This is an optimization exercise on Yosys and OpenROAD, whose aim is small area, not a production implementation.
In this exercise RTL edits were held to simulation tests only and were not proved equivalent to the original.
Power figures rest on the tool's default switching activity, not on a simulated workload.

### flow/design.v
module pft (
    input  wire       clk,
    input  wire       rst,           
    input  wire       bus_sel,
    input  wire       bus_we,
    input  wire [8:0] bus_addr,
    input  wire [7:0] bus_wdata,
    output reg  [7:0] bus_rdata,
    output wire       txd,
    input  wire       rxd,
    output wire       irq,
    output wire       ev_dispatch,
    output wire       ev_valid,
    output wire       ev_syncerr
);
    localparam [2:0] TX_IDLE   = 3'd0;
    localparam [2:0] TX_START  = 3'd1;
    localparam [2:0] TX_DATA   = 3'd2;
    localparam [2:0] TX_STOP1  = 3'd3;
    localparam [2:0] TX_STOP2  = 3'd4;
    localparam [2:0] TX_PARITY = 3'd5;
    localparam [2:0] TX_GUARD  = 3'd6;
    localparam [2:0] RX_IDLE     = 3'd0;
    localparam [2:0] RX_BITS     = 3'd1;
    localparam [2:0] RX_STOP1    = 3'd2;
    localparam [2:0] RX_STOP2    = 3'd3;
    localparam [2:0] RX_PARITY   = 3'd4;
    localparam [2:0] RX_FINAL    = 3'd5;
    localparam [2:0] RX_RECOVERY = 3'd6;
    localparam [2:0] RX_GAP      = 3'd7;    
    integer i;
    function [3:0] pop8(input [7:0] v);
        pop8 = {3'd0, v[0]} + {3'd0, v[1]} + {3'd0, v[2]} + {3'd0, v[3]} +
               {3'd0, v[4]} + {3'd0, v[5]} + {3'd0, v[6]} + {3'd0, v[7]};
    endfunction
    reg         rx_en;
    reg  [7:0]  errflags;
    reg  [2:0]  irqen;
    reg  [3:0]  txcmd;
    reg  [6:0]  txlen;
    reg  [23:0] bitper;
    reg  [31:0] quiet;
    reg  [3:0]  rxcmd;
    reg  [5:0]  rxlen;
    reg  [15:0] rxcsr;
    reg  [9:0]  rxcsc;
    reg         rx_ready;
    reg         rx_valid;
    reg  [63*8-1:0] txpayload;
    reg  [63*8-1:0] wpay;            
    reg  [3:0]  wcmd;
    reg  [5:0]  wl;
    reg  [9:0]  wcs;
    reg         wenc;                
    reg  [67*8-1:0] rxw;             
    reg  [6:0]  wcnt;
    reg  [63*8-1:0] rxpay;           
    reg  [2:0]  tx_ph;
    reg  [6:0]  tx_idx;
    reg  [2:0]  tx_nb;               
    reg         tx_par;
    reg  [23:0] tx_p;
    reg  [23:0] tx_cnt;              
    reg         txd_r;
    reg         tx_done;
    reg  [1:0]  sync;
    reg  [2:0]  rx_st;
    reg  [3:0]  rx_bit;              
    reg  [7:0]  rx_byte;
    reg  [7:0]  rx_prev;
    reg         rx_par;
    reg  [9:0]  rx_acc;
    reg         rx_pbit;
    reg  [23:0] rx_p;
    reg  [31:0] rx_cnt;              
    reg  [31:0] rx_q;
    reg         ev_dispatch_r;
    reg         ev_valid_r;
    reg         ev_syncerr_r;
    assign txd         = txd_r;
    assign ev_dispatch = ev_dispatch_r;
    assign ev_valid    = ev_valid_r;
    assign ev_syncerr  = ev_syncerr_r;
    wire tx_busy       = (tx_ph != TX_IDLE);
    wire rx_recovering = (rx_st == RX_RECOVERY);
    wire rx_active     = (rx_st != RX_IDLE) && (rx_st != RX_RECOVERY);
    wire [6:0] rx_idx  = rx_active ? wcnt : 7'd0;
    wire [2:0] rxstate = (rx_st == RX_GAP) ? RX_IDLE : rx_st;
    wire [7:0] status  = {2'b00, tx_done, rx_recovering, rx_active, rx_valid, rx_ready, tx_busy};
    assign irq = (irqen[0] & rx_ready) | (irqen[1] & (errflags != 8'd0)) | (irqen[2] & tx_done);
    wire bus_rd = bus_sel & ~bus_we;
    wire bus_wr = bus_sel &  bus_we;
    wire [6:0] ra = bus_addr[6:0];
    reg [126:0] roh;                 
    always @* for (i = 0; i < 127; i = i + 1) roh[i] = (ra == i);
    reg [7:0] rd_tp;
    always @* begin
        rd_tp = 8'h00;
        for (i = 0; i < 63; i = i + 1)
            rd_tp = rd_tp | (txpayload[8*i +: 8] & {8{roh[64+i]}});
    end
    wire [6:0] wl2 = {1'b0, wl} + 7'd2;
    wire [6:0] wl3 = {1'b0, wl} + 7'd3;
    reg [7:0] rd_tw_pl;
    always @* begin
        rd_tw_pl = 8'h00;
        for (i = 0; i < 63; i = i + 1)
            rd_tw_pl = rd_tw_pl | (wpay[8*i +: 8] & {8{roh[i+2]}});
    end
    wire [7:0] rd_tw = (rd_tw_pl & {8{ra < wl2}})
                     | ({2'b00, wcmd, 2'b00} & {8{roh[0]}})
                     | ({1'b0, wl, 1'b0} & {8{roh[1]}})
                     | ({6'd0, wcs[9:8]} & {8{ra == wl2}})
                     | (wcs[7:0] & {8{ra == wl3}});
    reg [7:0] rd_rp;
    always @* begin
        rd_rp = 8'h00;
        for (i = 0; i < 63; i = i + 1)
            rd_rp = rd_rp | (rxpay[8*i +: 8] & {8{roh[i]}});
    end
    reg [7:0] rd_rw;
    always @* begin
        rd_rw = 8'h00;
        for (i = 0; i < 67; i = i + 1)
            rd_rw = rd_rw | (rxw[8*i +: 8] & {8{roh[i]}});
    end
    reg [7:0] rd_reg;
    always @* begin
        case (bus_addr[5:0])
            6'h00: rd_reg = {7'd0, rx_en};
            6'h01: rd_reg = status;
            6'h02: rd_reg = errflags;
            6'h03: rd_reg = {5'd0, irqen};
            6'h04: rd_reg = {4'd0, txcmd};
            6'h05: rd_reg = {1'b0, txlen};
            6'h06: rd_reg = wenc ? ({2'b00, wl} + 8'd4) : 8'd0;
            6'h07: rd_reg = {5'd0, rxstate};
            6'h08: rd_reg = bitper[7:0];
            6'h09: rd_reg = bitper[15:8];
            6'h0A: rd_reg = bitper[23:16];
            6'h0C: rd_reg = quiet[7:0];
            6'h0D: rd_reg = quiet[15:8];
            6'h0E: rd_reg = quiet[23:16];
            6'h0F: rd_reg = quiet[31:24];
            6'h10: rd_reg = {4'd0, rxcmd};
            6'h11: rd_reg = {2'd0, rxlen};
            6'h12: rd_reg = rxcsr[15:8];
            6'h13: rd_reg = rxcsr[7:0];
            6'h14: rd_reg = {6'd0, rxcsc[9:8]};
            6'h15: rd_reg = rxcsc[7:0];
            6'h16: rd_reg = {1'b0, rx_idx};
            default: rd_reg = 8'h00;
        endcase
    end
    wire rd_en = ~rst & bus_rd;
    wire [3:0] rsel = {bus_addr[8:7] == 2'b11, bus_addr[8:7] == 2'b10,
                       bus_addr[8:7] == 2'b01, bus_addr[8:7] == 2'b00};
    always @* begin
        bus_rdata = ((rd_reg & {8{rsel[0] & ~bus_addr[6]}})
                   | (rd_tp  & {8{rsel[0]}})
                   | (rd_tw  & {8{rsel[1]}})
                   | (rd_rp  & {8{rsel[2] & (ra < {1'b0, rxlen})}})
                   | (rd_rw  & {8{rsel[3] & (ra < wcnt)}})) & {8{rd_en}};
    end
    wire wr_ctrl     = bus_wr && (bus_addr == 9'h000);
    wire cmd_txstart = wr_ctrl &  bus_wdata[1];
    wire cmd_enconly = wr_ctrl & ~bus_wdata[1] & bus_wdata[2];
    wire cmd_rxack   = wr_ctrl &  bus_wdata[3];
    wire cmd_errclr  = wr_ctrl &  bus_wdata[4];
    wire cmd_txdclr  = wr_ctrl &  bus_wdata[5];
    wire rx_en_w    = wr_ctrl ? bus_wdata[0] : rx_en;
    wire rx_ready_w = rx_ready & ~cmd_rxack;
    reg [23:0] bitper_w;
    reg [31:0] quiet_w;
    always @* begin
        bitper_w = bitper;
        quiet_w  = quiet;
        if (bus_wr) begin
            case (bus_addr)
                9'h008: bitper_w[7:0]   = bus_wdata;
                9'h009: bitper_w[15:8]  = bus_wdata;
                9'h00A: bitper_w[23:16] = bus_wdata;
                9'h00C: quiet_w[7:0]    = bus_wdata;
                9'h00D: quiet_w[15:8]   = bus_wdata;
                9'h00E: quiet_w[23:16]  = bus_wdata;
                9'h00F: quiet_w[31:24]  = bus_wdata;
                default: ;
            endcase
        end
    end
    wire [23:0] p_eff = (bitper_w[23:1] == 23'd0) ? 24'd2 : bitper_w;
    wire [7:0] tp_d = bus_wdata & {8{~rst}};
    reg [62:0] tp_en;
    always @* for (i = 0; i < 63; i = i + 1)
        tp_en[i] = rst | (bus_wr & (bus_addr == 9'h040 + i));
    always @(posedge clk)
        for (i = 0; i < 63; i = i + 1)
            if (tp_en[i]) txpayload[8*i +: 8] <= tp_d;
    wire enc_req  = (cmd_txstart | cmd_enconly) & ~tx_busy;
    wire enc_ok   = enc_req & ~txlen[6];
    wire enc_fail = enc_req &  txlen[6];
    wire tx_begin = cmd_txstart & ~tx_busy & ~txlen[6];
    reg  [55:0] tp_bs;               
    wire [2:0]  enc_q = txlen[5:3];
    wire [2:0]  enc_r = txlen[2:0];
    reg  [7:0]  enc_mq;
    reg  [6:0]  enc_mr;
    reg  [55:0] enc_pb;              
    always @* begin
        for (i = 0; i < 8; i = i + 1) enc_mq[i] = (i < enc_q);
        for (i = 0; i < 7; i = i + 1) enc_mr[i] = (i < enc_r);
        enc_pb = 56'd0;
        for (i = 0; i < 8; i = i + 1)
            if (enc_q == i)
                enc_pb = enc_pb | txpayload[64*i +: 56];
    end
    wire [9:0] enc_cs;
    pft_cstree u_cs (.pb(enc_pb), .mr(enc_mr), .bs(tp_bs), .mq(enc_mq),
                     .h({txcmd, txlen[5:0]}), .cs(enc_cs));
    wire        tp_wr  = bus_wr & (bus_addr[8:6] == 3'b001) & (bus_addr[5:0] != 6'd63);
    wire [2:0]  tp_blk = bus_addr[5:3];
    wire [6:0]  bs_new = tp_bs[7*tp_blk +: 7] + {3'd0, pop8(bus_wdata)} - {3'd0, pop8(rd_tp)};
    always @(posedge clk)
        for (i = 0; i < 8; i = i + 1)
            if (rst | (tp_wr & (tp_blk == i)))
                tp_bs[7*i +: 7] <= bs_new & {7{~rst}};
    always @(posedge clk)
        if (enc_ok) wpay <= txpayload;
    wire       tx_due = (tx_cnt == tx_p);
    reg [66:0] toh;
    always @* for (i = 0; i < 67; i = i + 1) toh[i] = (tx_idx == i);
    reg [7:0] tx_pl;
    always @* begin
        tx_pl = 8'h00;
        for (i = 0; i < 63; i = i + 1)
            tx_pl = tx_pl | (wpay[8*i +: 8] & {8{toh[i+2]}});
    end
    wire [7:0] tx_cur = (tx_pl & {8{tx_idx < wl2}})
                      | ({2'b00, wcmd, 2'b00} & {8{toh[0]}})
                      | ({1'b0, wl, 1'b0} & {8{toh[1]}})
                      | ({6'd0, wcs[9:8]} & {8{tx_idx == wl2}})
                      | (wcs[7:0] & {8{tx_idx == wl3}});
    wire       tx_bitv = tx_cur[tx_nb];
    wire       line   = sync[1];
    reg [31:0] rx_tgt;
    always @* begin
        if (rx_st == RX_RECOVERY)                rx_tgt = rx_q;
        else if (rx_st == RX_GAP)                rx_tgt = {7'd0, rx_p, 1'b0};
        else if (rx_st == RX_BITS && rx_bit[3])  rx_tgt = {9'd0, rx_p[23:1]};
        else                                     rx_tgt = {8'd0, rx_p};
    end
    wire       rx_due = (rx_cnt == rx_tgt);
    wire       q_done = rx_due || (rx_q == 32'd0);
    wire [6:0] rx_k   = wcnt + 7'd1;
    wire [5:0] rx_len = rxw[14:9];
    wire       rx_cnt_byte = (wcnt < 7'd2) || (wcnt < {1'b0, rx_len} + 7'd2);
    wire [15:0] rx_csr = {rx_prev, rx_byte};
    wire       rx_match = (rx_csr == {6'd0, rx_acc});
    wire rx_e_timeout = (rx_st == RX_GAP)    &  line & rx_due;
    wire rx_e_stop1   = (rx_st == RX_STOP1)  & ~line & rx_due;
    wire rx_e_stop2   = (rx_st == RX_STOP2)  & ~line & rx_due;
    wire rx_commit    = (rx_st == RX_STOP2)  &  line & rx_due;
    wire rx_e_length  = rx_commit & (rx_k == 7'd2) & rx_byte[7];
    wire rx_fin       = (rx_st == RX_FINAL)  & rx_due;
    wire rx_e_final   = rx_fin & ~line;
    wire rx_e_parity  = rx_fin & (rx_pbit != rx_par);
    wire rx_dispatch  = rx_fin & line & (rx_pbit == rx_par);
    wire rx_err       = rx_e_timeout | rx_e_stop1 | rx_e_stop2 | rx_e_length |
                        rx_e_final | rx_e_parity;
    always @(posedge clk)
        if (rx_en_w && rx_commit)
            for (i = 0; i < 67; i = i + 1)
                if (wcnt == i)
                    rxw[8*i +: 8] <= rx_byte;
    always @(posedge clk)
        if (rx_en_w && rx_dispatch)
            rxpay <= rxw[65*8-1:16];
    always @(posedge clk) begin
        if (rst) begin
            rx_en     <= 1'b0;
            errflags  <= 8'd0;
            irqen     <= 3'd0;
            txcmd     <= 4'd0;
            txlen     <= 7'd0;
            bitper    <= 24'd4;
            quiet     <= 32'd32;
            rxcmd     <= 4'd0;
            rxlen     <= 6'd0;
            rxcsr     <= 16'd0;
            rxcsc     <= 10'd0;
            rx_ready  <= 1'b0;
            rx_valid  <= 1'b0;
            wcmd      <= 4'd0;
            wl        <= 6'd0;
            wcs       <= 10'd0;
            wenc      <= 1'b0;
            wcnt      <= 7'd0;
            tx_ph     <= TX_IDLE;
            txd_r     <= 1'b1;
            tx_done   <= 1'b0;
            sync      <= 2'b11;
            rx_st     <= RX_IDLE;
            ev_dispatch_r <= 1'b0;
            ev_valid_r    <= 1'b0;
            ev_syncerr_r  <= 1'b0;
        end else begin
            if (bus_wr) begin
                case (bus_addr)
                    9'h003: irqen  <= bus_wdata[2:0];
                    9'h004: txcmd  <= bus_wdata[3:0];
                    9'h005: txlen  <= bus_wdata[6:0];
                    default: ;
                endcase
            end
            bitper <= bitper_w;
            quiet  <= quiet_w;
            if (wr_ctrl) rx_en <= bus_wdata[0];
            if (cmd_errclr) errflags <= 8'd0;
            if (cmd_txdclr) tx_done <= 1'b0;
            if (cmd_rxack)  rx_ready <= 1'b0;
            if (enc_fail)   errflags[0] <= 1'b1;
            if (enc_ok) begin
                wcmd <= txcmd;
                wl   <= txlen[5:0];
                wcs  <= enc_cs;
                wenc <= 1'b1;
            end
            if (tx_begin) begin
                tx_p   <= p_eff;
                tx_cnt <= 24'd1;
                tx_idx <= 7'd0;
                tx_nb  <= 3'd0;
                tx_par <= 1'b0;
                tx_ph  <= TX_START;
                txd_r  <= 1'b0;
            end else if (tx_busy && tx_due) begin
                tx_cnt <= 24'd1;
                case (tx_ph)
                    TX_START: begin
                        txd_r  <= tx_bitv;
                        tx_par <= tx_par ^ tx_bitv;
                        tx_nb  <= 3'd1;
                        tx_ph  <= TX_DATA;
                    end
                    TX_DATA: begin
                        if (tx_nb != 3'd0) begin
                            txd_r  <= tx_bitv;
                            tx_par <= tx_par ^ tx_bitv;
                            tx_nb  <= tx_nb + 3'd1;
                        end else begin
                            txd_r <= 1'b1;
                            tx_ph <= TX_STOP1;
                        end
                    end
                    TX_STOP1: begin
                        txd_r <= 1'b1;
                        tx_ph <= TX_STOP2;
                    end
                    TX_STOP2: begin
                        if (tx_idx < wl3) begin
                            tx_idx <= tx_idx + 7'd1;
                            txd_r  <= 1'b0;
                            tx_ph  <= TX_START;
                        end else begin
                            txd_r <= tx_par;
                            tx_ph <= TX_PARITY;
                        end
                    end
                    TX_PARITY: begin
                        txd_r <= 1'b1;
                        tx_ph <= TX_GUARD;
                    end
                    default: begin
                        txd_r   <= 1'b1;
                        tx_ph   <= TX_IDLE;
                        tx_done <= 1'b1;
                    end
                endcase
            end else begin
                tx_cnt <= tx_cnt + 24'd1;
            end
            ev_dispatch_r <= 1'b0;
            ev_valid_r    <= 1'b0;
            ev_syncerr_r  <= 1'b0;
            rx_cnt <= rx_cnt + 32'd1;
            if (!rx_en_w) begin
                rx_st <= RX_IDLE;
            end else begin
                case (rx_st)
                    RX_IDLE: begin
                        if (!line) begin
                            rx_p   <= p_eff;
                            rx_cnt <= 32'd1;
                            rx_bit <= 4'hF;
                            wcnt   <= 7'd0;
                            rx_par <= 1'b0;
                            rx_acc <= 10'd0;
                            rx_st  <= RX_BITS;
                        end
                    end
                    RX_GAP: begin
                        if (!line) begin
                            rx_cnt  <= 32'd1;
                            rx_bit  <= 4'hF;
                            rx_prev <= rx_byte;
                            rx_st   <= RX_BITS;
                        end
                    end
                    RX_BITS: begin
                        if (rx_due) begin
                            rx_cnt <= 32'd1;
                            rx_bit <= rx_bit + 4'd1;
                            if (!rx_bit[3]) rx_byte <= {line, rx_byte[7:1]};
                            if (rx_bit == 4'd7) rx_st <= RX_STOP1;
                        end
                    end
                    RX_STOP1: begin
                        if (rx_due) begin
                            rx_cnt <= 32'd1;
                            rx_st  <= RX_STOP2;
                        end
                    end
                    RX_STOP2: begin
                        if (rx_commit) begin
                            wcnt   <= rx_k;
                            rx_par <= rx_par ^ (^rx_byte);
                            if (rx_cnt_byte)
                                rx_acc <= rx_acc + {6'd0, pop8(rx_byte)};
                            if (rx_k == {1'b0, rx_len} + 7'd4) begin
                                rx_cnt <= 32'd1;
                                rx_st  <= RX_PARITY;
                            end else begin
                                rx_cnt <= 32'd1;
                                rx_st  <= RX_GAP;
                            end
                        end
                    end
                    RX_PARITY: begin
                        if (rx_due) begin
                            rx_pbit <= line;
                            rx_cnt <= 32'd1;
                            rx_st   <= RX_FINAL;
                        end
                    end
                    RX_FINAL: begin
                        if (rx_dispatch) begin
                            if (rx_ready_w) errflags[7] <= 1'b1;
                            rxcmd <= rxw[5:2];
                            rxlen <= rx_len;
                            rxcsr <= rx_csr;
                            rxcsc <= rx_acc;
                            rx_ready      <= 1'b1;
                            rx_valid      <= rx_match;
                            ev_dispatch_r <= 1'b1;
                            ev_valid_r    <= rx_match;
                            if (rx_match) begin
                                rx_st <= RX_IDLE;
                            end else begin
                                errflags[6] <= 1'b1;
                                rx_st  <= RX_RECOVERY;
                                rx_cnt <= 32'd1;
                                rx_q   <= quiet_w;
                            end
                        end
                    end
                    RX_RECOVERY: begin
                        if (!line)
                            rx_cnt <= 32'd1;
                        else if (q_done)
                            rx_st <= RX_IDLE;
                    end
                    default: rx_st <= RX_IDLE;
                endcase
                if (rx_err) begin
                    if (rx_e_timeout) errflags[3] <= 1'b1;
                    if (rx_e_stop1 | rx_e_stop2) errflags[1] <= 1'b1;
                    if (rx_e_length) errflags[2] <= 1'b1;
                    if (rx_e_final)  errflags[5] <= 1'b1;
                    if (rx_e_parity) errflags[4] <= 1'b1;
                    ev_syncerr_r <= 1'b1;
                    rx_st  <= RX_RECOVERY;
                    rx_cnt <= 32'd1;
                    rx_q   <= quiet_w;
                end
            end
            sync <= {sync[0], rxd};
        end
    end
endmodule
module pft_cstree(input [55:0] pb, input [6:0] mr, input [55:0] bs, input [7:0] mq,
                  input [9:0] h, output [9:0] cs);
    wire t1 = bs[0] & mq[0];
    wire t2 = bs[1] & mq[0];
    wire t3 = bs[2] & mq[0];
    wire t4 = bs[3] & mq[0];
    wire t5 = bs[4] & mq[0];
    wire t6 = bs[5] & mq[0];
    wire t7 = bs[6] & mq[0];
    wire t8 = bs[7] & mq[1];
    wire t9 = bs[8] & mq[1];
    wire t10 = bs[9] & mq[1];
    wire t11 = bs[10] & mq[1];
    wire t12 = bs[11] & mq[1];
    wire t13 = bs[12] & mq[1];
    wire t14 = bs[13] & mq[1];
    wire t15 = bs[14] & mq[2];
    wire t16 = bs[15] & mq[2];
    wire t17 = bs[16] & mq[2];
    wire t18 = bs[17] & mq[2];
    wire t19 = bs[18] & mq[2];
    wire t20 = bs[19] & mq[2];
    wire t21 = bs[20] & mq[2];
    wire t22 = bs[21] & mq[3];
    wire t23 = bs[22] & mq[3];
    wire t24 = bs[23] & mq[3];
    wire t25 = bs[24] & mq[3];
    wire t26 = bs[25] & mq[3];
    wire t27 = bs[26] & mq[3];
    wire t28 = bs[27] & mq[3];
    wire t29 = bs[28] & mq[4];
    wire t30 = bs[29] & mq[4];
    wire t31 = bs[30] & mq[4];
    wire t32 = bs[31] & mq[4];
    wire t33 = bs[32] & mq[4];
    wire t34 = bs[33] & mq[4];
    wire t35 = bs[34] & mq[4];
    wire t36 = bs[35] & mq[5];
    wire t37 = bs[36] & mq[5];
    wire t38 = bs[37] & mq[5];
    wire t39 = bs[38] & mq[5];
    wire t40 = bs[39] & mq[5];
    wire t41 = bs[40] & mq[5];
    wire t42 = bs[41] & mq[5];
    wire t43 = bs[42] & mq[6];
    wire t44 = bs[43] & mq[6];
    wire t45 = bs[44] & mq[6];
    wire t46 = bs[45] & mq[6];
    wire t47 = bs[46] & mq[6];
    wire t48 = bs[47] & mq[6];
    wire t49 = bs[48] & mq[6];
    wire t50 = bs[49] & mq[7];
    wire t51 = bs[50] & mq[7];
    wire t52 = bs[51] & mq[7];
    wire t53 = bs[52] & mq[7];
    wire t54 = bs[53] & mq[7];
    wire t55 = bs[54] & mq[7];
    wire t56 = bs[55] & mq[7];
    wire [1:0] t57_v = {1'b0,pb[0]} + {1'b0,pb[1]} + {1'b0,pb[2]};
    wire t57 = t57_v[0];
    wire t58 = t57_v[1];
    wire [1:0] t59_v = {1'b0,pb[3]} + {1'b0,pb[4]} + {1'b0,pb[5]};
    wire t59 = t59_v[0];
    wire t60 = t59_v[1];
    wire [1:0] t61_v = {1'b0,t57} + {1'b0,t59} + {1'b0,pb[6]};
    wire t61 = t61_v[0];
    wire t62 = t61_v[1];
    wire [1:0] t63_v = {1'b0,t58} + {1'b0,t60} + {1'b0,t62};
    wire t63 = t63_v[0];
    wire t64 = t63_v[1];
    wire t65 = t61 & mr[0];
    wire t66 = pb[7] & mr[0];
    wire t67 = t63 & mr[0];
    wire t68 = t64 & mr[0];
    wire [1:0] t69_v = {1'b0,pb[8]} + {1'b0,pb[9]} + {1'b0,pb[10]};
    wire t69 = t69_v[0];
    wire t70 = t69_v[1];
    wire [1:0] t71_v = {1'b0,pb[11]} + {1'b0,pb[12]} + {1'b0,pb[13]};
    wire t71 = t71_v[0];
    wire t72 = t71_v[1];
    wire [1:0] t73_v = {1'b0,t69} + {1'b0,t71} + {1'b0,pb[14]};
    wire t73 = t73_v[0];
    wire t74 = t73_v[1];
    wire [1:0] t75_v = {1'b0,t70} + {1'b0,t72} + {1'b0,t74};
    wire t75 = t75_v[0];
    wire t76 = t75_v[1];
    wire t77 = t73 & mr[1];
    wire t78 = pb[15] & mr[1];
    wire t79 = t75 & mr[1];
    wire t80 = t76 & mr[1];
    wire [1:0] t81_v = {1'b0,pb[16]} + {1'b0,pb[17]} + {1'b0,pb[18]};
    wire t81 = t81_v[0];
    wire t82 = t81_v[1];
    wire [1:0] t83_v = {1'b0,pb[19]} + {1'b0,pb[20]} + {1'b0,pb[21]};
    wire t83 = t83_v[0];
    wire t84 = t83_v[1];
    wire [1:0] t85_v = {1'b0,t81} + {1'b0,t83} + {1'b0,pb[22]};
    wire t85 = t85_v[0];
    wire t86 = t85_v[1];
    wire [1:0] t87_v = {1'b0,t82} + {1'b0,t84} + {1'b0,t86};
    wire t87 = t87_v[0];
    wire t88 = t87_v[1];
    wire t89 = t85 & mr[2];
    wire t90 = pb[23] & mr[2];
    wire t91 = t87 & mr[2];
    wire t92 = t88 & mr[2];
    wire [1:0] t93_v = {1'b0,pb[24]} + {1'b0,pb[25]} + {1'b0,pb[26]};
    wire t93 = t93_v[0];
    wire t94 = t93_v[1];
    wire [1:0] t95_v = {1'b0,pb[27]} + {1'b0,pb[28]} + {1'b0,pb[29]};
    wire t95 = t95_v[0];
    wire t96 = t95_v[1];
    wire [1:0] t97_v = {1'b0,t93} + {1'b0,t95} + {1'b0,pb[30]};
    wire t97 = t97_v[0];
    wire t98 = t97_v[1];
    wire [1:0] t99_v = {1'b0,t94} + {1'b0,t96} + {1'b0,t98};
    wire t99 = t99_v[0];
    wire t100 = t99_v[1];
    wire t101 = t97 & mr[3];
    wire t102 = pb[31] & mr[3];
    wire t103 = t99 & mr[3];
    wire t104 = t100 & mr[3];
    wire [1:0] t105_v = {1'b0,pb[32]} + {1'b0,pb[33]} + {1'b0,pb[34]};
    wire t105 = t105_v[0];
    wire t106 = t105_v[1];
    wire [1:0] t107_v = {1'b0,pb[35]} + {1'b0,pb[36]} + {1'b0,pb[37]};
    wire t107 = t107_v[0];
    wire t108 = t107_v[1];
    wire [1:0] t109_v = {1'b0,t105} + {1'b0,t107} + {1'b0,pb[38]};
    wire t109 = t109_v[0];
    wire t110 = t109_v[1];
    wire [1:0] t111_v = {1'b0,t106} + {1'b0,t108} + {1'b0,t110};
    wire t111 = t111_v[0];
    wire t112 = t111_v[1];
    wire t113 = t109 & mr[4];
    wire t114 = pb[39] & mr[4];
    wire t115 = t111 & mr[4];
    wire t116 = t112 & mr[4];
    wire [1:0] t117_v = {1'b0,pb[40]} + {1'b0,pb[41]} + {1'b0,pb[42]};
    wire t117 = t117_v[0];
    wire t118 = t117_v[1];
    wire [1:0] t119_v = {1'b0,pb[43]} + {1'b0,pb[44]} + {1'b0,pb[45]};
    wire t119 = t119_v[0];
    wire t120 = t119_v[1];
    wire [1:0] t121_v = {1'b0,t117} + {1'b0,t119} + {1'b0,pb[46]};
    wire t121 = t121_v[0];
    wire t122 = t121_v[1];
    wire [1:0] t123_v = {1'b0,t118} + {1'b0,t120} + {1'b0,t122};
    wire t123 = t123_v[0];
    wire t124 = t123_v[1];
    wire t125 = t121 & mr[5];
    wire t126 = pb[47] & mr[5];
    wire t127 = t123 & mr[5];
    wire t128 = t124 & mr[5];
    wire [1:0] t129_v = {1'b0,pb[48]} + {1'b0,pb[49]} + {1'b0,pb[50]};
    wire t129 = t129_v[0];
    wire t130 = t129_v[1];
    wire [1:0] t131_v = {1'b0,pb[51]} + {1'b0,pb[52]} + {1'b0,pb[53]};
    wire t131 = t131_v[0];
    wire t132 = t131_v[1];
    wire [1:0] t133_v = {1'b0,t129} + {1'b0,t131} + {1'b0,pb[54]};
    wire t133 = t133_v[0];
    wire t134 = t133_v[1];
    wire [1:0] t135_v = {1'b0,t130} + {1'b0,t132} + {1'b0,t134};
    wire t135 = t135_v[0];
    wire t136 = t135_v[1];
    wire t137 = t133 & mr[6];
    wire t138 = pb[55] & mr[6];
    wire t139 = t135 & mr[6];
    wire t140 = t136 & mr[6];
    wire [1:0] t141_v = {1'b0,h[0]} + {1'b0,h[1]} + {1'b0,h[2]};
    wire t141 = t141_v[0];
    wire t142 = t141_v[1];
    wire [1:0] t143_v = {1'b0,h[3]} + {1'b0,h[4]} + {1'b0,h[5]};
    wire t143 = t143_v[0];
    wire t144 = t143_v[1];
    wire [1:0] t145_v = {1'b0,h[6]} + {1'b0,h[7]} + {1'b0,h[8]};
    wire t145 = t145_v[0];
    wire t146 = t145_v[1];
    wire [1:0] t147_v = {1'b0,h[9]} + {1'b0,t1} + {1'b0,t8};
    wire t147 = t147_v[0];
    wire t148 = t147_v[1];
    wire [1:0] t149_v = {1'b0,t15} + {1'b0,t22} + {1'b0,t29};
    wire t149 = t149_v[0];
    wire t150 = t149_v[1];
    wire [1:0] t151_v = {1'b0,t36} + {1'b0,t43} + {1'b0,t50};
    wire t151 = t151_v[0];
    wire t152 = t151_v[1];
    wire [1:0] t153_v = {1'b0,t65} + {1'b0,t66} + {1'b0,t77};
    wire t153 = t153_v[0];
    wire t154 = t153_v[1];
    wire [1:0] t155_v = {1'b0,t78} + {1'b0,t89} + {1'b0,t90};
    wire t155 = t155_v[0];
    wire t156 = t155_v[1];
    wire [1:0] t157_v = {1'b0,t101} + {1'b0,t102} + {1'b0,t113};
    wire t157 = t157_v[0];
    wire t158 = t157_v[1];
    wire [1:0] t159_v = {1'b0,t114} + {1'b0,t125} + {1'b0,t126};
    wire t159 = t159_v[0];
    wire t160 = t159_v[1];
    wire [1:0] t161_v = {1'b0,t137} + {1'b0,t138} + {1'b0,t141};
    wire t161 = t161_v[0];
    wire t162 = t161_v[1];
    wire [1:0] t163_v = {1'b0,t143} + {1'b0,t145} + {1'b0,t147};
    wire t163 = t163_v[0];
    wire t164 = t163_v[1];
    wire [1:0] t165_v = {1'b0,t149} + {1'b0,t151} + {1'b0,t153};
    wire t165 = t165_v[0];
    wire t166 = t165_v[1];
    wire [1:0] t167_v = {1'b0,t155} + {1'b0,t157} + {1'b0,t159};
    wire t167 = t167_v[0];
    wire t168 = t167_v[1];
    wire [1:0] t169_v = {1'b0,t161} + {1'b0,t163} + {1'b0,t165};
    wire t169 = t169_v[0];
    wire t170 = t169_v[1];
    wire t171 = t167 ^ t169;
    wire t172 = t167 & t169;
    wire [1:0] t173_v = {1'b0,t2} + {1'b0,t9} + {1'b0,t16};
    wire t173 = t173_v[0];
    wire t174 = t173_v[1];
    wire [1:0] t175_v = {1'b0,t23} + {1'b0,t30} + {1'b0,t37};
    wire t175 = t175_v[0];
    wire t176 = t175_v[1];
    wire [1:0] t177_v = {1'b0,t44} + {1'b0,t51} + {1'b0,t67};
    wire t177 = t177_v[0];
    wire t178 = t177_v[1];
    wire [1:0] t179_v = {1'b0,t79} + {1'b0,t91} + {1'b0,t103};
    wire t179 = t179_v[0];
    wire t180 = t179_v[1];
    wire [1:0] t181_v = {1'b0,t115} + {1'b0,t127} + {1'b0,t139};
    wire t181 = t181_v[0];
    wire t182 = t181_v[1];
    wire [1:0] t183_v = {1'b0,t142} + {1'b0,t144} + {1'b0,t146};
    wire t183 = t183_v[0];
    wire t184 = t183_v[1];
    wire [1:0] t185_v = {1'b0,t148} + {1'b0,t150} + {1'b0,t152};
    wire t185 = t185_v[0];
    wire t186 = t185_v[1];
    wire [1:0] t187_v = {1'b0,t154} + {1'b0,t156} + {1'b0,t158};
    wire t187 = t187_v[0];
    wire t188 = t187_v[1];
    wire [1:0] t189_v = {1'b0,t160} + {1'b0,t162} + {1'b0,t164};
    wire t189 = t189_v[0];
    wire t190 = t189_v[1];
    wire [1:0] t191_v = {1'b0,t166} + {1'b0,t168} + {1'b0,t170};
    wire t191 = t191_v[0];
    wire t192 = t191_v[1];
    wire [1:0] t193_v = {1'b0,t172} + {1'b0,t173} + {1'b0,t175};
    wire t193 = t193_v[0];
    wire t194 = t193_v[1];
    wire [1:0] t195_v = {1'b0,t177} + {1'b0,t179} + {1'b0,t181};
    wire t195 = t195_v[0];
    wire t196 = t195_v[1];
    wire [1:0] t197_v = {1'b0,t183} + {1'b0,t185} + {1'b0,t187};
    wire t197 = t197_v[0];
    wire t198 = t197_v[1];
    wire [1:0] t199_v = {1'b0,t189} + {1'b0,t191} + {1'b0,t193};
    wire t199 = t199_v[0];
    wire t200 = t199_v[1];
    wire [1:0] t201_v = {1'b0,t195} + {1'b0,t197} + {1'b0,t199};
    wire t201 = t201_v[0];
    wire t202 = t201_v[1];
    wire [1:0] t203_v = {1'b0,t3} + {1'b0,t10} + {1'b0,t17};
    wire t203 = t203_v[0];
    wire t204 = t203_v[1];
    wire [1:0] t205_v = {1'b0,t24} + {1'b0,t31} + {1'b0,t38};
    wire t205 = t205_v[0];
    wire t206 = t205_v[1];
    wire [1:0] t207_v = {1'b0,t45} + {1'b0,t52} + {1'b0,t68};
    wire t207 = t207_v[0];
    wire t208 = t207_v[1];
    wire [1:0] t209_v = {1'b0,t80} + {1'b0,t92} + {1'b0,t104};
    wire t209 = t209_v[0];
    wire t210 = t209_v[1];
    wire [1:0] t211_v = {1'b0,t116} + {1'b0,t128} + {1'b0,t140};
    wire t211 = t211_v[0];
    wire t212 = t211_v[1];
    wire [1:0] t213_v = {1'b0,t174} + {1'b0,t176} + {1'b0,t178};
    wire t213 = t213_v[0];
    wire t214 = t213_v[1];
    wire [1:0] t215_v = {1'b0,t180} + {1'b0,t182} + {1'b0,t184};
    wire t215 = t215_v[0];
    wire t216 = t215_v[1];
    wire [1:0] t217_v = {1'b0,t186} + {1'b0,t188} + {1'b0,t190};
    wire t217 = t217_v[0];
    wire t218 = t217_v[1];
    wire [1:0] t219_v = {1'b0,t192} + {1'b0,t194} + {1'b0,t196};
    wire t219 = t219_v[0];
    wire t220 = t219_v[1];
    wire [1:0] t221_v = {1'b0,t198} + {1'b0,t200} + {1'b0,t202};
    wire t221 = t221_v[0];
    wire t222 = t221_v[1];
    wire [1:0] t223_v = {1'b0,t203} + {1'b0,t205} + {1'b0,t207};
    wire t223 = t223_v[0];
    wire t224 = t223_v[1];
    wire [1:0] t225_v = {1'b0,t209} + {1'b0,t211} + {1'b0,t213};
    wire t225 = t225_v[0];
    wire t226 = t225_v[1];
    wire [1:0] t227_v = {1'b0,t215} + {1'b0,t217} + {1'b0,t219};
    wire t227 = t227_v[0];
    wire t228 = t227_v[1];
    wire [1:0] t229_v = {1'b0,t221} + {1'b0,t223} + {1'b0,t225};
    wire t229 = t229_v[0];
    wire t230 = t229_v[1];
    wire t231 = t227 ^ t229;
    wire t232 = t227 & t229;
    wire [1:0] t233_v = {1'b0,t4} + {1'b0,t11} + {1'b0,t18};
    wire t233 = t233_v[0];
    wire t234 = t233_v[1];
    wire [1:0] t235_v = {1'b0,t25} + {1'b0,t32} + {1'b0,t39};
    wire t235 = t235_v[0];
    wire t236 = t235_v[1];
    wire [1:0] t237_v = {1'b0,t46} + {1'b0,t53} + {1'b0,t204};
    wire t237 = t237_v[0];
    wire t238 = t237_v[1];
    wire [1:0] t239_v = {1'b0,t206} + {1'b0,t208} + {1'b0,t210};
    wire t239 = t239_v[0];
    wire t240 = t239_v[1];
    wire [1:0] t241_v = {1'b0,t212} + {1'b0,t214} + {1'b0,t216};
    wire t241 = t241_v[0];
    wire t242 = t241_v[1];
    wire [1:0] t243_v = {1'b0,t218} + {1'b0,t220} + {1'b0,t222};
    wire t243 = t243_v[0];
    wire t244 = t243_v[1];
    wire [1:0] t245_v = {1'b0,t224} + {1'b0,t226} + {1'b0,t228};
    wire t245 = t245_v[0];
    wire t246 = t245_v[1];
    wire [1:0] t247_v = {1'b0,t230} + {1'b0,t232} + {1'b0,t233};
    wire t247 = t247_v[0];
    wire t248 = t247_v[1];
    wire [1:0] t249_v = {1'b0,t235} + {1'b0,t237} + {1'b0,t239};
    wire t249 = t249_v[0];
    wire t250 = t249_v[1];
    wire [1:0] t251_v = {1'b0,t241} + {1'b0,t243} + {1'b0,t245};
    wire t251 = t251_v[0];
    wire t252 = t251_v[1];
    wire [1:0] t253_v = {1'b0,t247} + {1'b0,t249} + {1'b0,t251};
    wire t253 = t253_v[0];
    wire t254 = t253_v[1];
    wire [1:0] t255_v = {1'b0,t5} + {1'b0,t12} + {1'b0,t19};
    wire t255 = t255_v[0];
    wire t256 = t255_v[1];
    wire [1:0] t257_v = {1'b0,t26} + {1'b0,t33} + {1'b0,t40};
    wire t257 = t257_v[0];
    wire t258 = t257_v[1];
    wire [1:0] t259_v = {1'b0,t47} + {1'b0,t54} + {1'b0,t234};
    wire t259 = t259_v[0];
    wire t260 = t259_v[1];
    wire [1:0] t261_v = {1'b0,t236} + {1'b0,t238} + {1'b0,t240};
    wire t261 = t261_v[0];
    wire t262 = t261_v[1];
    wire [1:0] t263_v = {1'b0,t242} + {1'b0,t244} + {1'b0,t246};
    wire t263 = t263_v[0];
    wire t264 = t263_v[1];
    wire [1:0] t265_v = {1'b0,t248} + {1'b0,t250} + {1'b0,t252};
    wire t265 = t265_v[0];
    wire t266 = t265_v[1];
    wire [1:0] t267_v = {1'b0,t254} + {1'b0,t255} + {1'b0,t257};
    wire t267 = t267_v[0];
    wire t268 = t267_v[1];
    wire [1:0] t269_v = {1'b0,t259} + {1'b0,t261} + {1'b0,t263};
    wire t269 = t269_v[0];
    wire t270 = t269_v[1];
    wire [1:0] t271_v = {1'b0,t265} + {1'b0,t267} + {1'b0,t269};
    wire t271 = t271_v[0];
    wire t272 = t271_v[1];
    wire [1:0] t273_v = {1'b0,t6} + {1'b0,t13} + {1'b0,t20};
    wire t273 = t273_v[0];
    wire t274 = t273_v[1];
    wire [1:0] t275_v = {1'b0,t27} + {1'b0,t34} + {1'b0,t41};
    wire t275 = t275_v[0];
    wire t276 = t275_v[1];
    wire [1:0] t277_v = {1'b0,t48} + {1'b0,t55} + {1'b0,t256};
    wire t277 = t277_v[0];
    wire t278 = t277_v[1];
    wire [1:0] t279_v = {1'b0,t258} + {1'b0,t260} + {1'b0,t262};
    wire t279 = t279_v[0];
    wire t280 = t279_v[1];
    wire [1:0] t281_v = {1'b0,t264} + {1'b0,t266} + {1'b0,t268};
    wire t281 = t281_v[0];
    wire t282 = t281_v[1];
    wire [1:0] t283_v = {1'b0,t270} + {1'b0,t272} + {1'b0,t273};
    wire t283 = t283_v[0];
    wire t284 = t283_v[1];
    wire [1:0] t285_v = {1'b0,t275} + {1'b0,t277} + {1'b0,t279};
    wire t285 = t285_v[0];
    wire t286 = t285_v[1];
    wire [1:0] t287_v = {1'b0,t281} + {1'b0,t283} + {1'b0,t285};
    wire t287 = t287_v[0];
    wire t288 = t287_v[1];
    wire [1:0] t289_v = {1'b0,t7} + {1'b0,t14} + {1'b0,t21};
    wire t289 = t289_v[0];
    wire t290 = t289_v[1];
    wire [1:0] t291_v = {1'b0,t28} + {1'b0,t35} + {1'b0,t42};
    wire t291 = t291_v[0];
    wire t292 = t291_v[1];
    wire [1:0] t293_v = {1'b0,t49} + {1'b0,t56} + {1'b0,t274};
    wire t293 = t293_v[0];
    wire t294 = t293_v[1];
    wire [1:0] t295_v = {1'b0,t276} + {1'b0,t278} + {1'b0,t280};
    wire t295 = t295_v[0];
    wire t296 = t295_v[1];
    wire [1:0] t297_v = {1'b0,t282} + {1'b0,t284} + {1'b0,t286};
    wire t297 = t297_v[0];
    wire t298 = t297_v[1];
    wire [1:0] t299_v = {1'b0,t288} + {1'b0,t289} + {1'b0,t291};
    wire t299 = t299_v[0];
    wire t300 = t299_v[1];
    wire [1:0] t301_v = {1'b0,t293} + {1'b0,t295} + {1'b0,t297};
    wire t301 = t301_v[0];
    wire t302 = t301_v[1];
    wire t303 = t299 ^ t301;
    wire t304 = t299 & t301;
    wire [1:0] t305_v = {1'b0,t290} + {1'b0,t292} + {1'b0,t294};
    wire t305 = t305_v[0];
    wire t306 = t305_v[1];
    wire [1:0] t307_v = {1'b0,t296} + {1'b0,t298} + {1'b0,t300};
    wire t307 = t307_v[0];
    wire t308 = t307_v[1];
    wire [1:0] t309_v = {1'b0,t302} + {1'b0,t304} + {1'b0,t305};
    wire t309 = t309_v[0];
    wire t310 = t309_v[1];
    wire t311 = t307 ^ t309;
    wire t312 = t307 & t309;
    wire [1:0] t313_v = {1'b0,t306} + {1'b0,t308} + {1'b0,t310};
    wire t313 = t313_v[0];
    wire t314 = t313_v[1];
    wire t315 = t312 ^ t313;
    wire t316 = t312 & t313;
    wire t317 = t314 ^ t316;
    wire t318 = t314 & t316;
    assign cs = {t317, t315, t311, t303, t287, t271, t253, t231, t201, t171};
endmodule
### flow/flow/run.sh
#!/bin/bash
# Layout flow: the standard flow (standard.sh), with two changes after the
# standard synthesis:
#   - clock tree: clkbuf_8 leaf buffers over clusters of at most 14 sinks,
#     clkbuf_16 for the rest of the tree, and no dummy loads
#   - the placement and timing repair do not use buf_4 (the platform's
#     don't-use list plus buf_4)
# Each step's full output goes to a log file in this folder.
set -euo pipefail
cd "$(dirname "$0")/.."

# the standard synthesis, unchanged
bash standard.sh synth > log_synth.txt 2>&1

export CTS_ARGS="-sink_clustering_enable -repair_clock_nets -sink_clustering_size 14 -sink_clustering_max_diameter 80 -buf_list sky130_fd_sc_hd__clkbuf_16 -sink_clustering_buffer sky130_fd_sc_hd__clkbuf_8 -dont_use_dummy_load"
DU="sky130_fd_sc_hd__probe_p_8 sky130_fd_sc_hd__probec_p_8 sky130_fd_sc_hd__lpflow_bleeder_1 sky130_fd_sc_hd__lpflow_clkbufkapwr_1 sky130_fd_sc_hd__lpflow_clkbufkapwr_16 sky130_fd_sc_hd__lpflow_clkbufkapwr_2 sky130_fd_sc_hd__lpflow_clkbufkapwr_4 sky130_fd_sc_hd__lpflow_clkbufkapwr_8 sky130_fd_sc_hd__lpflow_clkinvkapwr_1 sky130_fd_sc_hd__lpflow_clkinvkapwr_16 sky130_fd_sc_hd__lpflow_clkinvkapwr_2 sky130_fd_sc_hd__lpflow_clkinvkapwr_4 sky130_fd_sc_hd__lpflow_clkinvkapwr_8 sky130_fd_sc_hd__lpflow_decapkapwr_12 sky130_fd_sc_hd__lpflow_decapkapwr_3 sky130_fd_sc_hd__lpflow_decapkapwr_4 sky130_fd_sc_hd__lpflow_decapkapwr_6 sky130_fd_sc_hd__lpflow_decapkapwr_8 sky130_fd_sc_hd__lpflow_inputiso0n_1 sky130_fd_sc_hd__lpflow_inputiso0p_1 sky130_fd_sc_hd__lpflow_inputiso1n_1 sky130_fd_sc_hd__lpflow_inputiso1p_1 sky130_fd_sc_hd__lpflow_inputisolatch_1 sky130_fd_sc_hd__lpflow_isobufsrc_1 sky130_fd_sc_hd__lpflow_isobufsrc_16 sky130_fd_sc_hd__lpflow_isobufsrc_2 sky130_fd_sc_hd__lpflow_isobufsrc_4 sky130_fd_sc_hd__lpflow_isobufsrc_8 sky130_fd_sc_hd__lpflow_isobufsrckapwr_16 sky130_fd_sc_hd__lpflow_lsbuf_lh_hl_isowell_tap_1 sky130_fd_sc_hd__lpflow_lsbuf_lh_hl_isowell_tap_2 sky130_fd_sc_hd__lpflow_lsbuf_lh_hl_isowell_tap_4 sky130_fd_sc_hd__lpflow_lsbuf_lh_isowell_4 sky130_fd_sc_hd__lpflow_lsbuf_lh_isowell_tap_1 sky130_fd_sc_hd__lpflow_lsbuf_lh_isowell_tap_2 sky130_fd_sc_hd__lpflow_lsbuf_lh_isowell_tap_4 sky130_fd_sc_hd__buf_4"
bash standard.sh "DONT_USE_CELLS=$DU" finish > log_layout.txt 2>&1
### flow/standard.sh
#!/bin/bash
# synth_recipe.tcl (not shown) runs the flow's synth.tcl, then flattens the netlist and writes it again
# the make line also repeats each setting of config.mk as NAME=value (left out here)
make -C /OpenROAD-flow-scripts/flow DESIGN_CONFIG=/design/flow/config.mk WORK_HOME=/design/flow/orfs CLKGATE_MAP_FILE= SYNTH_SCRIPT=/design/flow/synth_recipe.tcl "${@:-finish}"
### flow/config.mk
export PLATFORM = sky130hd
export DESIGN_NAME = pft
export DESIGN_NICKNAME = pft
export VERILOG_FILES = /design/flow/design.v
export SDC_FILE = /design/flow/constraint.sdc
export NUM_CORES = 8
export LEC_CHECK = 0
export CAP_MARGIN = 20
export CORE_MARGIN = 2
export CORE_UTILIZATION = 45
export SLEW_MARGIN = 20
### flow/constraint.sdc
create_clock -name core_clock -period 20.0 [get_ports {clk}]
set_input_delay 4.0000 -clock core_clock [delete_from_list [all_inputs] [get_ports {clk}]]
set_output_delay 4.0000 -clock core_clock [all_outputs]
set_load 0.01 [all_outputs]
==> results.sh, run 1 <==
export IMPL_status="complete, but fails checks"
export IMPL_so_faults="slew limit"
export IMPL_worstMarginPinSlew_ps=1550
export IMPL_drive_above_1_share_pct=14.3
export IMPL_syn_num_nets=7853
export IMPL_yosys_top_cells_count="edfxtp_1 (2283), a22oi_1 (992), nand2_1 (477)"
export IMPL_critical_path_class="in2out"
export IMPL_yosys_warnings=1
export IMPL_vias_per_cell=8.27
export IMPL_nNetsFinal=8055
export IMPL_power_mw=9.58
export IMPL_cp_buffers_inverters=6
export IMPL_synthTopCellsByArea="edfxtp_1 (64%), a22oi_1 (7.0%), dfxtp_1 (3.0%)"
export IMPL_async_reset_ff_share_pct=0
export IMPL_final_util_pct=49.5
export IMPL_grt_max_degree=157
export IMPL_fill_cells=20300
export IMPL_dpl_cell_area_um2=113000
export IMPL_grt_setup_unrepaired="false"
export IMPL_crit_path_start="bus_addr[4]"
export IMPL_yosys_area_top_type="edfxtp_1"
export IMPL_grt_first_pass_wirelength_um=853000
export IMPL_dieWidth_um=490
export IMPL_die_h_um=490
export IMPL_start_util_pct=45.3
export IMPL_synth_flop_cell="edfxtp_1"
export IMPL_first_global_vias=80200
export IMPL_hold_viol_final=0
export IMPL_die_area_um2=240000
export IMPL_max_freq_mhz=67.0
export IMPL_critPathMostFrequentCell="buf_2"
export IMPL_hold_path_class="reg2reg"
export IMPL_netlist_area_um2=106000
export IMPL_ys_ff_latch=2441
export IMPL_fin_crit_sh_pct=74.7
export IMPL_ys_types=97
export IMPL_tns_ps=0
export IMPL_power_density_nw_per_um2=82.2
export IMPL_start_kind="input pin"
export IMPL_grt_usage_pct=54.7
export IMPL_ys_seq_area_share_pct=67.4
export IMPL_path_cells="buf_2 > buf_2 > or3b_2 > buf_2 > buf_2 > nor2_4 > buf_2 > a22oi_1 > nand3_1 > a2111oi_0 > nand4_1 > a221o_1 > o31a_1 > clkdlybuf4s25_1"
export IMPL_cts_setup_buffers=0
export IMPL_gp_congestion=1.16
export IMPL_p_leak_nw=37.5
export IMPL_period_needed_ps=14940
export IMPL_h_tree_depth=4
export IMPL_crit_family="buffers and inverters"
export IMPL_cp_slowest_cell="a2111oi_0"
export IMPL_drt_iter0_drc=22500
export IMPL_pin_count=35
export IMPL_endpoint="bus_rdata[1]"
export IMPL_firstDrtPassIters=13
export IMPL_dpl_worst_slack_ps=5570
export IMPL_whs_path_depth=1
export IMPL_setup_viol=0
export IMPL_cts_buffer_depth=3
export IMPL_crit_cells=14
export IMPL_slew_violations=2
export IMPL_crit_required_ps=16000
export IMPL_numPortBuffers=34
export IMPL_dpl_hpwl_um=492000
export IMPL_syn_to_final_growth_pct=9.45
export IMPL_arrival_ps=10940
export IMPL_synth_edff_count=2283
export IMPL_ff2ff_path_depth=43
export IMPL_synthCells=7623
export IMPL_synthDominantCellAreaShare_pct=64.4
export IMPL_rrSetupSlack_ps=5430
export IMPL_cts_sinks=2441
export IMPL_antenna_found_initial=137
export IMPL_r2r_start="txlen[4]$_SDFFE_PP0P_"
export IMPL_cp_max_fo=19
export IMPL_antenna_left=0
export IMPL_num_rows=178
export IMPL_clk_pin_slew_ps=100
export IMPL_max_stage_delay_ps=980
export IMPL_ctsResizeCount=0
export IMPL_synth_most_common_cell="edfxtp_1"
export IMPL_finalWorstSetupSlack_ps=5060
export IMPL_cts_root_buf="clkbuf_16"
export IMPL_route_vias_total=92200
export IMPL_maxSlewHeadroom_pct=-3.58
export IMPL_reg2reg_to="wcs[9]$_SDFFE_PP0P_"
export IMPL_hold_buffers=0
export IMPL_peakVddDrop_mv=0.0916
export IMPL_fin_skew_ps=88.2
export IMPL_stdcell_area_um2=117000
export IMPL_routedWlPerCell_um=60.2
export IMPL_core_um2=235000
export IMPL_cts_buffers=201
export IMPL_insertion_delay_ps=890
export IMPL_cts_tree="built"
export IMPL_routed_wl_um=671000
export IMPL_avgSynthCellArea_um2=14.0
export IMPL_critPathCaptureType="output pin"
export IMPL_grt_overflow=0
export IMPL_drc_errors=0
export IMPL_cap_viol_max_count=0
==> through the flow <==
| step | hold WS [ps] | cells |
|---|---|---|
| 4_1_cts | 424 | 10900 |
| 2_1_floorplan | 389 | 7623 |
| 5_1_grt | 440 | 11000 |
| 3_5_place_dp | 401 | 10700 |
| 3_3_place_gp | 392 | 10700 |
| 6_report | 430 | 11100 |
==> registers in the layout (all words and copies together), names as in the netlist, 16 cells and up <==
register	flops
rx_cnt	32
rx_q	32
txpayload	504
rxw	536
tp_bs	56
rxcsr	16
tx_p	24
quiet	32
bitper	24
rxpay	504
wpay	504
tx_cnt	24
rx_p	24
==> worst min-delay path by stage <==
stage                             from  slack [ps]                  to
floorplan           sync[0]$_SDFF_PP1_         390  sync[1]$_SDFF_PP1_
global placement    sync[0]$_SDFF_PP1_         390  sync[1]$_SDFF_PP1_
detailed placement  sync[0]$_SDFF_PP1_         400  sync[1]$_SDFF_PP1_
CTS                 sync[0]$_SDFF_PP1_         420  sync[1]$_SDFF_PP1_
global route        sync[0]$_SDFF_PP1_         440  sync[1]$_SDFF_PP1_
finish              sync[0]$_SDFF_PP1_         430  sync[1]$_SDFF_PP1_
==> area by class of cell <==
| type | count | area, um2 | area share [%] |
|---|---|---|---|
| timing repair buffer | 513 | 3030 | 2.60 |
| antenna | 171 | 428 | 0.367 |
| clock buffer | 201 | 2960 | 2.54 |
| tap | 3150 | 3940 | 3.38 |
| multi-input combinational | 4489 | 33700 | 29.0 |
| sequential | 2441 | 71700 | 61.6 |
| inverter | 179 | 694 | 0.596 |
==> cell families after synthesis <==
family	synth area share [%]
AO/OA/AOI/OAI	13.9
XOR/XNOR	1.35
adder cells (fa/ha/maj)	3.30
buffers and inverters	2.56
flip-flops	67.4
multiplexers	1.93
AND/OR/NAND/NOR	9.60
==> where the power goes <==
part | internal, mW | leakage [nW] | switching [mW]
Combinational | 0.232 | 13.8 | 0.532
Clock | 0.978 | 1.53 | 1.72
Sequential | 5.79 | 22.2 | 0.331
==> cell usage in the layout (no fill, tap or decap), drive strengths merged, types with 84 or more instances in the layout <==
cell type and n:
nand4 219, a22oi 992, fa 122, a22o 97, mux2i 98, a32oi 117
inv 177, diode 171, ha 86, a221oi 92, clkbuf 214, xnor2 105
nand2 479, a21oi 150, buf 473, o21ai 147, and3 128, nor3 84
and2 114, nor2 438, dfxtp 158, edfxtp 2283, nand3 176
==> metal layers <==
metal	GRT usage, %	wire length (um)
met1	64.4	225000
met2	70.3	256000
met3	33.9	118000
met4	42.6	70900
met5	3.43	1010
==> run 2: changes to the inputs <==
--- a/flow/config.mk
+++ b/flow/config.mk
@@ -7,5 +7,5 @@
 export LEC_CHECK = 0
 export CAP_MARGIN = 20
 export CORE_MARGIN = 2
-export CORE_UTILIZATION = 45
+export CORE_UTILIZATION = 40
 export SLEW_MARGIN = 20
==> results.sh, run 2 <==
export IMPL_layout_commonest_cell="edfxtp_1"
export IMPL_crit_path_start="txlen[5]$_SDFFE_PP0P_"
export IMPL_grt_max_degree=160
export IMPL_power_frac_seq_pct=63.1
export IMPL_grtUsageMet2_pct=67.2
export IMPL_h_tree_depth=4
export IMPL_max_stage_delay_ps=700
export IMPL_ys_seq_area_share_pct=67.4
export IMPL_regMostFlops="rxw"
export IMPL_slew_violations=0
export IMPL_synth_most_common_cell="edfxtp_1"
export IMPL_grt_overflow=0
export IMPL_ctsResizeCount=0
export IMPL_first_global_vias=78200
export IMPL_num_rows=189
export IMPL_whs_path_depth=0
export IMPL_p_comb_share_pct=8.0
export IMPL_yosys_area_top_type="edfxtp_1"
export IMPL_hold_buffers=0
export IMPL_critPathMostFrequentCell="fa_1"
export IMPL_stdcell_area_um2=117000
export IMPL_layout_common_cells="edfxtp_1 (2283), a22oi_1 (986), buf_2 (495), nand2_1 (476), nor2_1 (285)"
export IMPL_p_leak_nw=37.8
export IMPL_dpl_hpwl_um=527000
export IMPL_arrival_ps=15750
export IMPL_routedWlPerCell_um=60.7
export IMPL_die_area_um2=270000
export IMPL_start_kind="flip-flop"
export IMPL_start_util_pct=40.2
export IMPL_netlist_area_um2=106000
export IMPL_r2r_start="txlen[5]$_SDFFE_PP0P_"
export IMPL_ff2ff_path_depth=43
export IMPL_drt_iter0_drc=19300
export IMPL_cts_root_buf="clkbuf_16"
export IMPL_reg2reg_to="wcs[9]$_SDFFE_PP0P_"
export IMPL_netSwitchingFraction_pct=27.1
export IMPL_die_h_um=520
export IMPL_use_met1_pct=61.7
export IMPL_core_um2=265000
export IMPL_insertion_delay_ps=920
export IMPL_routed_wl_um=699000
export IMPL_cap_viol_max_count=0
export IMPL_drc_errors=0
export IMPL_antenna_left=0
export IMPL_peakVddDrop_mv=0.0778
export IMPL_syn_num_nets=7853
export IMPL_firstDrtPassIters=14
export IMPL_gp_congestion=1.12
export IMPL_route_vias_total=88200
export IMPL_switchingPower_mw=2.63
export IMPL_hold_viol_final=0
export IMPL_rrSetupSlack_ps=5040
export IMPL_max_freq_mhz=66.9
export IMPL_internal_power_mw=7.07
export IMPL_ys_types=97
export IMPL_cts_sinks=2441
export IMPL_largest_reg_flops=536
export IMPL_grt_first_pass_wirelength_um=875000
export IMPL_dp_cells=11200
export IMPL_hold_path_class="reg2reg"
export IMPL_cts_setup_buffers=0
export IMPL_maxSlewHeadroom_pct=9.94
export IMPL_syn_to_final_growth_pct=9.99
export IMPL_dieWidth_um=520
export IMPL_avgSynthCellArea_um2=14.0
export IMPL_tns_ps=0
export IMPL_grt_usage_pct=50.6
export IMPL_yosys_top_cells_count="edfxtp_1 (2283), a22oi_1 (992), nand2_1 (477)"
export IMPL_synth_flop_cell="edfxtp_1"
export IMPL_cts_buffer_depth=4
export IMPL_synthTopCellsByArea="edfxtp_1 (64%), a22oi_1 (7.0%), dfxtp_1 (3.0%)"
export IMPL_clockPowerShare_pct=28.9
export IMPL_period_needed_ps=14960
export IMPL_nNetsFinal=8109
export IMPL_gr_max_usage_layer="met2"
export IMPL_cts_tree="built"
export IMPL_grt_setup_unrepaired="false"
export IMPL_synthCells=7623
export IMPL_stdcell_count=11500
export IMPL_drive_above_1_share_pct=14.9
export IMPL_ys_ff_latch=2441
export IMPL_critical_path_class="reg2reg"
export IMPL_endpoint="wcs[9]$_SDFFE_PP0P_"
export IMPL_critPathCaptureType="flip-flop"
export IMPL_worstMarginPinSlew_ps=1340
export IMPL_fill_cells=23800
export IMPL_cp_max_fo=30
export IMPL_clk_pin_slew_ps=100
export IMPL_met3_usage_pct=26.5
export IMPL_yosys_warnings=1
export IMPL_setup_viol=0
export IMPL_crit_required_ps=20790
export IMPL_cts_buffers=211
export IMPL_antenna_found_initial=126
export IMPL_fin_crit_sh_pct=74.8
export IMPL_pin_count=35
export IMPL_async_reset_ff_share_pct=0
export IMPL_cp_slowest_cell="buf_2"
export IMPL_power_density_nw_per_um2=82.8
export IMPL_synthDominantCellAreaShare_pct=64.4
export IMPL_vias_per_cell=7.66
export IMPL_numPortBuffers=34
export IMPL_dpl_cell_area_um2=113000
export IMPL_status="no timing/DRC/antenna violations"
export IMPL_fin_skew_ps=81.4
export IMPL_synth_edff_count=2283
[run 2: worst min path at each step]
stage / startpoint / end
after CTS: rxw[251]$_DFFE_PP_ / rxpay[235]$_DFFE_PP_
after global placement: sync[0]$_SDFF_PP1_ / sync[1]$_SDFF_PP1_
after floorplan: sync[0]$_SDFF_PP1_ / sync[1]$_SDFF_PP1_
after detailed placement: sync[0]$_SDFF_PP1_ / sync[1]$_SDFF_PP1_
final: rxw[251]$_DFFE_PP_ / rxpay[235]$_DFFE_PP_
after global routing: rxw[211]$_DFFE_PP_ / rxpay[195]$_DFFE_PP_
[run 2: power by group through the flow]
stage / Sequential, mW / Clock, mW / Combinational [mW]
floorplan: 5.96 / 0 / 0.392
global placement: 6.19 / 0 / 0.731
detailed placement: 6.18 / 0 / 0.738
CTS: 6.06 / 2.77 / 0.745
global route: 6.09 / 2.93 / 0.804
finish: 6.12 / 2.80 / 0.778
[run 2: cell type report]
type / count / area, um2 / area share [%]
flip-flops and latches: 2441 / 71700 / 61.3
multi-input cells: 4489 / 33700 / 28.8
well taps: 3533 / 4420 / 3.78
repair buffers: 557 / 3160 / 2.70
clock buffers: 211 / 3140 / 2.68
inverters: 179 / 694 / 0.593
diodes: 100 / 250 / 0.214
[run 2: cells by family after synthesis]
group                    Yosys count  share of synthesized area, %
flip-flops                      2441                          67.4
AND/OR/NAND/NOR                 1973                          9.60
AO/OA/AOI/OAI                   1967                          13.9
buffers and inverters            693                          2.56
adder cells (fa/ha/maj)          208                          3.30
multiplexers                     178                          1.93
XOR/XNOR                         163                          1.35
[run 2: metrics by stage]
stage	setup WS (ps)	utilization [%]	hold WS (ps)	power, mW
6_report	5040	44.2	413	9.70
5_1_grt	4630	44.1	430	9.82
4_1_cts	5160	44.0	412	9.58
3_5_place_dp	5230	42.8	396	6.92
3_3_place_gp	5020	42.7	392	6.92
2_1_floorplan	7100	-	389	6.35
[run 2: routing by layer]
layer | share of wire, % | wire length, um | up-vias
li1 | - | - | 30900
met1 | 35 | 247000 | 45000
met2 | 39 | 274000 | 9747
met3 | 16 | 111000 | 2504
met4 | 9.4 | 65600 | 42
met5 | 0.11 | 773 | -
[run 2: worst max-delay path, delay by kind of cell, from the launching register on]
family | cells | cell delay [ps]
flops | 1 | 680
buf+inv | 12 | 2290
compound gates | 4 | 970
xor+xnor | 1 | 130
fa+ha+maj | 23 | 9790
simple gates | 3 | 880
==> run 3: changes to the inputs <==
--- a/flow/design.v
+++ b/flow/design.v
@@ -67,13 +67,14 @@
     reg  [2:0]  rx_st;
     reg  [3:0]  rx_bit;              
     reg  [7:0]  rx_byte;
-    reg  [7:0]  rx_prev;
     reg         rx_par;
     reg  [9:0]  rx_acc;
     reg         rx_pbit;
-    reg  [23:0] rx_p;
     reg  [31:0] rx_cnt;              
-    reg  [31:0] rx_q;
+    reg  [31:0] rx_pq;
+    wire [23:0] rx_p    = rx_pq[23:0];
+    wire [7:0]  rx_prev = rx_pq[31:24];
+    wire [31:0] rx_q    = rx_pq;
     reg         ev_dispatch_r;
     reg         ev_valid_r;
     reg         ev_syncerr_r;
@@ -389,7 +390,7 @@
                 case (rx_st)
                     RX_IDLE: begin
                         if (!line) begin
-                            rx_p   <= p_eff;
+                            rx_pq[23:0] <= p_eff;
                             rx_cnt <= 32'd1;
                             rx_bit <= 4'hF;
                             wcnt   <= 7'd0;
@@ -402,7 +403,7 @@
                         if (!line) begin
                             rx_cnt  <= 32'd1;
                             rx_bit  <= 4'hF;
-                            rx_prev <= rx_byte;
+                            rx_pq[31:24] <= rx_byte;
                             rx_st   <= RX_BITS;
                         end
                     end
@@ -459,7 +460,7 @@
                                 errflags[6] <= 1'b1;
                                 rx_st  <= RX_RECOVERY;
                                 rx_cnt <= 32'd1;
-                                rx_q   <= quiet_w;
+                                rx_pq  <= quiet_w;
                             end
                         end
                     end
@@ -480,7 +481,7 @@
                     ev_syncerr_r <= 1'b1;
                     rx_st  <= RX_RECOVERY;
                     rx_cnt <= 32'd1;
-                    rx_q   <= quiet_w;
+                    rx_pq  <= quiet_w;
                 end
             end
             sync <= {sync[0], rxd};
==> results.sh, run 3 <==
export IMPL_avgSynthCellArea_um2=14.3
export IMPL_async_reset_ff_share_pct=0
export IMPL_setup_viol=0
export IMPL_power_mw=9.46
export IMPL_ff2ff_path_depth=41
export IMPL_gp_congestion=1.19
export IMPL_tns_ps=0
export IMPL_ys_types=86
export IMPL_layout_commonest_cell="edfxtp_1"
export IMPL_critical_path_class="reg2reg"
export IMPL_status="no timing/DRC/antenna violations"
export IMPL_routedWlPerCell_um=59.5
export IMPL_dpl_hpwl_um=482000
export IMPL_hold_buffers=0
export IMPL_insertion_delay_ps=860
export IMPL_critPathMostFrequentCell="fa_1"
export IMPL_grt_setup_unrepaired="false"
export IMPL_die_area_um2=265000
export IMPL_vias_per_cell=7.77
export IMPL_yosys_area_top_type="edfxtp_1"
export IMPL_start_util_pct=40.2
export IMPL_fill_cells=23200
export IMPL_slew_violations=0
export IMPL_reg2reg_to="wcs[9]$_SDFFE_PP0P_"
export IMPL_cts_buffer_depth=3
export IMPL_min_to="rxpay[334]$_DFFE_PP_"
export IMPL_cp_max_fo=41
export IMPL_hp_start="rxw[350]$_DFFE_PP_"
export IMPL_crit_family="adder cells"
export IMPL_dpl_cell_area_um2=111000
export IMPL_fin_crit_sh_pct=76.0
export IMPL_grt_overflow=0
export IMPL_hold_path_class="reg2reg"
export IMPL_clk_pin_slew_ps=100
export IMPL_cts_sinks=2409
export IMPL_cp_slowest_cell="dfxtp_4"
export IMPL_worstMarginPinSlew_ps=1440
export IMPL_antenna_left=0
export IMPL_power_density_nw_per_um2=82.5
export IMPL_largest_reg_flops=536
export IMPL_antenna_found_initial=127
export IMPL_netlist_area_um2=104000
export IMPL_whs_path_depth=0
export IMPL_drc_errors=0
export IMPL_numPortBuffers=34
export IMPL_pin_count=35
export IMPL_synthDominantCellAreaShare_pct=64.8
export IMPL_h_tree_depth=4
export IMPL_grt_usage_pct=48.6
export IMPL_firstDrtPassIters=13
export IMPL_core_um2=259000
export IMPL_routed_wl_um=658000
export IMPL_yosys_warnings=1
export IMPL_p_leak_nw=36.3
export IMPL_crit_cells=41
export IMPL_syn_to_final_growth_pct=9.85
export IMPL_period_needed_ps=15210
export IMPL_ctsResizeCount=0
export IMPL_cts_root_buf="clkbuf_16"
export IMPL_max_stage_delay_ps=830
export IMPL_crit_required_ps=20780
export IMPL_regMostFlops="rxw"
export IMPL_yosys_top_cells_count="edfxtp_1 (2251), a22oi_1 (642), nor2_1 (542)"
export IMPL_grt_max_degree=173
export IMPL_synth_edff_count=2251
export IMPL_cp_buffers_inverters=12
export IMPL_die_h_um=515
export IMPL_cts_setup_buffers=0
export IMPL_timing_hold_ws_ps=418
export IMPL_drt_iter0_drc=20300
export IMPL_route_vias_total=85900
[run 3: changes by cell type in the layout (fill, tap and decap cells not counted), moves of 39 or more]
cell | previous run | this run
and2_1 | 108 | 31
a22oi_1 | 986 | 642
mux2i_1 | 98 | 223
a22o_1 | 97 | 273
buf_2 | 495 | 456
and3_1 | 126 | 66
a21oi_1 | 150 | 220
nor2_1 | 285 | 370
a221oi_1 | 89 | 303
nand4_1 | 216 | 162
a32oi_1 | 116 | 48
nand3_1 | 174 | 133
nand2_1 | 476 | 289
[run 3: metal layers]
metal	GRT usage, %	part of all wire (%)	up-vias
met3	20.8	15	2848
met2	66.5	40	9723
met5	1.53	0.12	-
li1	-	-	29900
met1	58.5	34	43400
met4	41.0	11	46
[run 3: metrics by stage]
stage,std cells,setup WS (ps)
final,11100,4790
after global routing,11000,4650
after CTS,11000,5060
after detailed placement,10800,5080
after global placement,10700,4700
after floorplan,7291,7160
[run 3: worst max-delay path by stage]
stage / from / end / slack (ps)
after global placement: txlen[3]$_SDFFE_PP0P_ / wcs[9]$_SDFFE_PP0P_ / 4700
final: txlen[3]$_SDFFE_PP0P_ / wcs[9]$_SDFFE_PP0P_ / 4790
after global routing: txlen[3]$_SDFFE_PP0P_ / wcs[9]$_SDFFE_PP0P_ / 4650
after detailed placement: txlen[3]$_SDFFE_PP0P_ / wcs[9]$_SDFFE_PP0P_ / 5080
after CTS: txlen[3]$_SDFFE_PP0P_ / wcs[9]$_SDFFE_PP0P_ / 5060
after floorplan: bus_addr[3] / wcs[9]$_SDFFE_PP0P_ / 7160
[run 3: power by group]
part	leakage, nW	internal (mW)	switching (mW)	total [mW]
Clock	1.55	0.984	1.70	2.69
Sequential	21.9	5.72	0.269	5.99
Combinational	12.8	0.236	0.553	0.790
[run 3: area by class of cell]
class                      count  area, um2  share of cell area [%]
sequential                  2409      70800                    61.7
multi-input combinational   4251      32800                    28.6
tap                         3402       4260                    3.71
clock buffer                 203       2990                    2.60
timing repair buffer         507       2930                    2.55
inverter                     185        707                   0.616
antenna                       95        238                   0.207
[run 3: cell families (layout without fill, tap and decap cells)]
family / count (synthesis) / in the layout / synth area share, %
adders and majority gates: 208 / 208 / 3.37
xor gates and xnor gates: 177 / 177 / 1.49
and+or+nand+nor: 1598 / 1598 / 7.67
other: 0 / 95 / 0
DFF: 2409 / 2409 / 67.8
buffers and inverters: 631 / 895 / 2.32
AOI/OAI and AO/OA: 1994 / 1994 / 14.5
muxes: 274 / 274 / 2.85
[run 3: worst register-to-register path, delay by kind of cell, from the launching register on]
kind            cells  cell delay (ps)
xor+xnor            1              130
buf+inv            12             2370
flops               1              830
compound gates      3              890
simple gates        2             1030
fa+ha+maj          23             9850

-- separate check: timing with driven ports --
Ports are ideal in the flow. The routed layouts listed here were re-timed in OpenROAD.
Step 1, drivers: a clkbuf_16 drives clk and a buf_2 each remaining input, both assumed.
Step 2 also shifts input and output timing later by t, the mid clock arrival at the registers, as if the neighbouring blocks saw the same clock.
Slacks: ideal / step 1 / step 2; pairs: ideal / step 1.
| run | shift t [ns] | setup WS [ns] |
|---|---|---|
| run 1 | 0.942 | 5.065 / 5.032 / 5.032 |
| run 2 | 0.986 | 5.044 / 5.044 / 5.044 |
| run 3 | 0.948 | 4.792 / 4.792 / 4.792 |
